Background: an optimization exercise with open tools, aiming at small area, a short achievable clock period and few clock cycles. Do not read the settings as production practice. Only simulation tests tie the RTL to the original design; equivalence was not proved. Power figures rest on the tool's default switching activity, not on a simulated workload.

==> flow/design.v <==
module dfa_fe (
    input  wire        clk,
    input  wire        rst,           
    input  wire        bus_en,
    input  wire        bus_we,
    input  wire [3:0]  bus_addr,      
    input  wire [31:0] bus_wdata,
    output reg  [31:0] bus_rdata,
    output wire        out_valid,
    input  wire        out_ready,
    output reg  [7:0]  out_data,
    output wire [31:0] out_msg_id,
    output wire [31:0] out_frag_id,
    output wire        out_sof,
    output wire        out_eof
);
    localparam [3:0] A_CMD        = 4'h0,
                     A_STATUS     = 4'h1,
                     A_CFG_N      = 4'h2,
                     A_CFG_P      = 4'h3,
                     A_CFG_C      = 4'h4,
                     A_MSG_ID     = 4'h5,
                     A_ACT_N      = 4'h6,
                     A_ACT_P      = 4'h7,
                     A_ACT_C      = 4'h8,
                     A_CUR_MSG    = 4'h9,
                     A_CUR_FRAG   = 4'hA,
                     A_FRAG_TOTAL = 4'hB;
    localparam [3:0] E_NONE      = 4'h0,
                     E_MSG_COUNT = 4'h1,
                     E_PAY_NEG   = 4'h2,
                     E_CW_NONPOS = 4'h3,
                     E_CW_SMALL  = 4'h4,
                     E_NO_ROOM   = 4'h5,
                     E_NOT_CFG   = 4'h8,
                     E_BAD_ID    = 4'h9,
                     E_ILLEGAL   = 4'hF;
    localparam [1:0] S_HDR = 2'd0,      
                     S_PAY = 2'd1,      
                     S_FTR = 2'd2,      
                     S_PAD = 2'd3;      
    reg [31:0] cfg_n, cfg_p, cfg_c, msg_id;
    reg [30:0] act_n, act_p, act_c;
    reg        act_ok;
    reg [30:0] cur_msg, cur_frag;
    reg        cur_ok;
    reg        single;                
    reg [30:0] pay_left;              
    reg        pay_zero;              
    reg [30:0] blk_left;              
    reg [1:0]  sect;
    reg [2:0]  sidx;                  
    reg        busy, done, cfg_valid, dropped;
    reg [3:0]  err;
    wire [31:0] status_word = {24'd0, err, dropped, cfg_valid, done, busy};
    wire rs_status = (bus_addr == A_STATUS);
    wire rs_cfg_n  = (bus_addr == A_CFG_N);
    wire rs_cfg_p  = (bus_addr == A_CFG_P);
    wire rs_cfg_c  = (bus_addr == A_CFG_C);
    wire rs_msg_id = (bus_addr == A_MSG_ID);
    wire rs_act_n  = (bus_addr == A_ACT_N) && act_ok;
    wire rs_act_p  = (bus_addr == A_ACT_P) && act_ok;
    wire rs_act_c  = (bus_addr == A_ACT_C) && act_ok;
    wire rs_cur_m  = (bus_addr == A_CUR_MSG) && cur_ok;
    wire rs_cur_f  = (bus_addr == A_CUR_FRAG || bus_addr == A_FRAG_TOTAL) && cur_ok;
    always @(*) begin
        bus_rdata = ({32{rs_status}} & status_word)
                  | ({32{rs_cfg_n}}  & cfg_n)
                  | ({32{rs_cfg_p}}  & cfg_p)
                  | ({32{rs_cfg_c}}  & cfg_c)
                  | ({32{rs_msg_id}} & msg_id)
                  | ({32{rs_act_n}}  & {1'b0, act_n})
                  | ({32{rs_act_p}}  & {1'b0, act_p})
                  | ({32{rs_act_c}}  & {1'b0, act_c})
                  | ({32{rs_cur_m}}  & {1'b0, cur_msg})
                  | ({32{rs_cur_f}}  & {1'b0, cur_frag});
    end
    wire        wr       = bus_en && bus_we;
    wire        cmd_wr   = wr && (bus_addr == A_CMD);
    wire [31:0] cmd      = bus_wdata;
    wire        cmd_nz   = (cmd != 32'd0);
    wire        cmd_legal = (cmd[31:4] == 28'd0) && (cmd[3:0] < 4'h4);
    wire        accept   = cmd_wr && cmd_nz && !busy;
    wire signed [31:0] vn = cfg_n;
    wire signed [31:0] vp = cfg_p;
    wire signed [31:0] vc = cfg_c;
    reg  [3:0]  cfg_err;
    always @(*) begin
        if (vn <= 0)                 cfg_err = E_MSG_COUNT;
        else if (vp < 0)             cfg_err = E_PAY_NEG;
        else if (vc <= 0)            cfg_err = E_CW_NONPOS;
        else if (vc < 12)            cfg_err = E_CW_SMALL;
        else if (vc == 12 && vp > 0) cfg_err = E_NO_ROOM;
        else                         cfg_err = E_NONE;
    end
    wire do_config = accept && cmd_legal && cmd[1:0] == 2'd1 && cfg_err == E_NONE;
    wire do_start  = accept && cmd_legal && cmd[1] && cfg_valid &&
                     !(cmd[0] && $signed(msg_id) <= 0);
    wire [31:0] wd = rst ? 32'd0 : bus_wdata;
    always @(posedge clk) begin
        if (rst || (wr && bus_addr == A_CFG_N))  cfg_n  <= wd;
        if (rst || (wr && bus_addr == A_CFG_P))  cfg_p  <= wd;
        if (rst || (wr && bus_addr == A_CFG_C))  cfg_c  <= wd;
        if (rst || (wr && bus_addr == A_MSG_ID)) msg_id <= wd;
    end
    always @(posedge clk) begin
        if (do_config) begin
            act_n <= cfg_n[30:0];
            act_p <= cfg_p[30:0];
            act_c <= cfg_c[30:0];
        end
    end
    wire actp_zero = (act_p == 31'd0);
    wire pay_one  = (pay_left == 31'd1);
    wire blk_hi0  = (blk_left[30:3] == 28'd0);
    wire blk_one  = blk_hi0 && blk_left[2:0] == 3'd1;
    wire blk_five = blk_hi0 && blk_left[2:0] == 3'd5;
    wire frag_one = (cur_frag == 31'd1);
    wire last_msg = single || (cur_msg == act_n);
    wire [1:0] msg_m1  = cur_msg[1:0] - 2'd1;
    wire [1:0] frag_m2 = cur_frag[1:0] - 2'd2;
    always @(*) begin
        case (sect)
            S_HDR:
                if (sidx == 3'd6)      out_data = {6'd0, msg_m1};
                else if (sidx == 3'd7) out_data = frag_one ? 8'hD5 : {6'd0, frag_m2};
                else                   out_data = 8'h07;
            S_PAY: out_data = 8'hFF;
            S_FTR:
                if (pay_zero)           
                    case (sidx[1:0])
                        2'd0: out_data = 8'hAA;
                        2'd1: out_data = 8'hBB;
                        2'd2: out_data = 8'hCC;
                        default: out_data = 8'hDD;
                    endcase
                else                    
                    case (sidx[1:0])
                        2'd0: out_data = 8'h11;
                        2'd1: out_data = 8'h22;
                        2'd2: out_data = 8'h33;
                        default: out_data = 8'h44;
                    endcase
            default: out_data = 8'h00;
        endcase
    end
    assign out_valid   = busy;
    assign out_msg_id  = {1'b0, cur_msg};
    assign out_frag_id = {1'b0, cur_frag};
    assign out_sof     = (sect == S_HDR) && (sidx == 3'd0);
    assign out_eof     = blk_one;
    wire xfer = busy && out_ready;
    wire frame_end = xfer && blk_one;
    wire msg_next  = frame_end && pay_zero && !last_msg;
    wire pay_step  = xfer && (sect == S_PAY);
    wire frag_step = frame_end && !pay_zero;
    always @(posedge clk) begin
        blk_left <= (do_start || frame_end) ? act_c : blk_left - {30'd0, xfer};
        pay_left <= (do_start || msg_next)  ? act_p : pay_left - {30'd0, pay_step};
        cur_frag <= (do_start || msg_next)  ? 31'd1 : cur_frag + {30'd0, frag_step};
        cur_msg  <= do_start ? (cmd[0] ? msg_id[30:0] : 31'd1)
                             : cur_msg + {30'd0, msg_next};
    end
    always @(posedge clk) begin
        if (do_start) begin
            pay_zero <= actp_zero;
            sect     <= S_HDR;
            sidx     <= 3'd0;
            single   <= cmd[0];
        end else if (xfer) begin
            case (sect)
                S_HDR: begin
                    sidx <= sidx + 3'd1;
                    if (sidx == 3'd7) sect <= pay_zero ? S_FTR : S_PAY;
                end
                S_PAY: begin
                    pay_zero <= pay_one;
                    if (pay_one || blk_five) sect <= S_FTR;
                end
                S_FTR: begin
                    sidx <= sidx + 3'd1;
                    if (sidx[1:0] == 2'd3) sect <= S_PAD;
                end
                default: ;
            endcase
            if (blk_one) begin
                sect <= S_HDR;
                sidx <= 3'd0;
                if (pay_zero && !last_msg) pay_zero <= actp_zero;
            end
        end
    end
    always @(posedge clk) begin
        if (rst) begin
            busy      <= 1'b0;
            done      <= 1'b0;
            cfg_valid <= 1'b0;
            dropped   <= 1'b0;
            err       <= E_NONE;
            act_ok    <= 1'b0;
            cur_ok    <= 1'b0;
        end else begin
            if (cmd_wr && cmd_nz) begin
                if (busy) begin
                    dropped <= 1'b1;
                end else begin
                    done    <= 1'b0;
                    err     <= E_NONE;
                    dropped <= 1'b0;
                    if (!cmd_legal) begin
                        err <= E_ILLEGAL;
                    end else begin
                        case (cmd[1:0])
                            2'd1: begin  
                                if (cfg_err != E_NONE) begin
                                    cfg_valid <= 1'b0;
                                    err       <= cfg_err;
                                end else begin
                                    cfg_valid <= 1'b1;
                                    act_ok    <= 1'b1;
                                    done      <= 1'b1;
                                end
                            end
                            2'd2, 2'd3: begin  
                                if (!cfg_valid)
                                    err <= E_NOT_CFG;
                                else if (cmd[0] && $signed(msg_id) <= 0)
                                    err <= E_BAD_ID;
                                else begin
                                    busy   <= 1'b1;
                                    cur_ok <= 1'b1;
                                end
                            end
                            default: ;
                        endcase
                    end
                end
            end
            if (xfer && blk_one && pay_zero && last_msg) begin
                busy <= 1'b0;
                done <= 1'b1;
            end
        end
    end
endmodule
==> flow/config.mk <==
export PLATFORM = sky130hd
export DESIGN_NAME = dfa_fe
export DESIGN_NICKNAME = dfa_fe
export VERILOG_FILES = /design/flow/design.v
export SDC_FILE = /design/flow/constraint.sdc
export NUM_CORES = 4
export LEC_CHECK = 0
export CAP_MARGIN = 20
export CORE_MARGIN = 2
export CORE_UTILIZATION = 40
export SLEW_MARGIN = 20
==> flow/constraint.sdc <==
create_clock -name core_clock -period 11.0 [get_ports {clk}]
set_input_delay 2.2000 -clock core_clock [delete_from_list [all_inputs] [get_ports {clk}]]
set_output_delay 2.2000 -clock core_clock [all_outputs]
set_load 0.01 [all_outputs]
standard.sh (not shown) runs the stock make flow with config.mk's settings and CLKGATE_MAP_FILE= SYNTH_SCRIPT=/design/flow/synth_recipe.tcl, a recipe that flattens the netlist after the stock synthesis.
==> flow/flow/run.sh <==
#!/bin/bash
# Own layout flow: the standard ORFS flow (standard.sh, unchanged synthesis)
# with a few knobs changed:
#  - ports are buffered with the smallest buffer (buf_1) instead of the
#    default pick; timing repair may then resize them,
#  - timing repair may change cell footprints and aims beyond the plain
#    clock period (setup margin),
#  - the clock tree uses clkbuf_8 buffers, larger sink clusters and no
#    dummy loads.
# The make output goes to flow_make.log in the work folder; every ORFS step
# also keeps its own log under orfs/logs.
set -euo pipefail
MARGIN=$(cat "$(dirname "$0")/margin.txt")
bash standard.sh \
  MATCH_CELL_FOOTPRINT=0 \
  SETUP_SLACK_MARGIN=$MARGIN \
  "BUFFER_PORTS_ARGS=-buffer_cell sky130_fd_sc_hd__buf_1" \
  "CTS_ARGS=-sink_clustering_enable -repair_clock_nets -dont_use_dummy_load -buf_list sky130_fd_sc_hd__clkbuf_8 -sink_clustering_size 16 -sink_clustering_max_diameter 50" \
  finish > flow_make.log 2>&1
==> flow/flow/margin.txt <==
6.5
Testbench counts at the start, summed over its fixed seeds: cycles 59,163.
Edit:
--- a/flow/design.v
+++ b/flow/design.v
@@ -147,49 +147,58 @@
     assign out_valid   = busy;
     assign out_msg_id  = {1'b0, cur_msg};
     assign out_frag_id = {1'b0, cur_frag};
     assign out_sof     = (sect == S_HDR) && (sidx == 3'd0);
     assign out_eof     = blk_one;
     wire xfer = busy && out_ready;
-    wire frame_end = xfer && blk_one;
-    wire msg_next  = frame_end && pay_zero && !last_msg;
-    wire pay_step  = xfer && (sect == S_PAY);
-    wire frag_step = frame_end && !pay_zero;
-    always @(posedge clk) begin
-        blk_left <= (do_start || frame_end) ? act_c : blk_left - {30'd0, xfer};
-        pay_left <= (do_start || msg_next)  ? act_p : pay_left - {30'd0, pay_step};
-        cur_frag <= (do_start || msg_next)  ? 31'd1 : cur_frag + {30'd0, frag_step};
-        cur_msg  <= do_start ? (cmd[0] ? msg_id[30:0] : 31'd1)
-                             : cur_msg + {30'd0, msg_next};
-    end
     always @(posedge clk) begin
         if (do_start) begin
+            blk_left <= act_c;
+            pay_left <= act_p;
             pay_zero <= actp_zero;
             sect     <= S_HDR;
             sidx     <= 3'd0;
-            single   <= cmd[0];
         end else if (xfer) begin
+            blk_left <= blk_one ? act_c : blk_left - 31'd1;
             case (sect)
                 S_HDR: begin
                     sidx <= sidx + 3'd1;
                     if (sidx == 3'd7) sect <= pay_zero ? S_FTR : S_PAY;
                 end
                 S_PAY: begin
+                    pay_left <= pay_left - 31'd1;
                     pay_zero <= pay_one;
                     if (pay_one || blk_five) sect <= S_FTR;
                 end
                 S_FTR: begin
                     sidx <= sidx + 3'd1;
                     if (sidx[1:0] == 2'd3) sect <= S_PAD;
                 end
                 default: ;
             endcase
             if (blk_one) begin
                 sect <= S_HDR;
                 sidx <= 3'd0;
-                if (pay_zero && !last_msg) pay_zero <= actp_zero;
+                if (pay_zero && !last_msg) begin
+                    pay_left <= act_p;
+                    pay_zero <= actp_zero;
+                end
+            end
+        end
+    end
+    always @(posedge clk) begin
+        if (do_start) begin
+            cur_msg  <= cmd[0] ? msg_id[30:0] : 31'd1;
+            single   <= cmd[0];
+            cur_frag <= 31'd1;
+        end else if (xfer && blk_one) begin
+            if (!pay_zero) begin
+                cur_frag <= cur_frag + 31'd1;
+            end else if (!last_msg) begin
+                cur_msg  <= cur_msg + 31'd1;
+                cur_frag <= 31'd1;
             end
         end
     end
     always @(posedge clk) begin
         if (rst) begin
             busy      <= 1'b0;
The new run ran to the end with no violations.
Die area grows by about 4.6%.
Cell count grows by about 4.7%.
Wire length grows by 12%.
Setup slack improved by 120 ps.
Hold slack improved by 18 ps.
Sequential cell count does not change.
Clock power grows by about 9%.
Count of clock-buffer cells in the layout grows by 5.
Testbench counts after the change, summed over its fixed seeds: cycles 59,163.

-- static timing again, ports no longer ideal --
The flow's constraints put no driver on any port. The routed layouts listed below were extracted and timed again, unchanged, in two steps. Step 1, drivers: a clkbuf_16 drives clk and a buf_2 each remaining input, both assumed. Step 2 also shifts input and output timing later by t, the mid clock arrival at the registers, as if the neighbouring blocks saw the same clock. a / b / c = ideal / step 1 / step 2; a / b = the first two.
run | t (ns) | slack for setup (ns) | latest minus earliest clock arrival (ns) | worst register clock-pin slew, ns
the first run | 0.611 | 5.038 / 4.980 / 4.980 | 0.084 / 0.084 | 0.11 / 0.11
the second run | 0.650 | 5.153 / 5.096 / 5.096 | 0.122 / 0.122 | 0.10 / 0.10
After both steps every run listed still meets setup and hold. The setup slack of the first run, which loses most, moves by -0.058 ns with the drivers and by -0.058 ns with both steps.
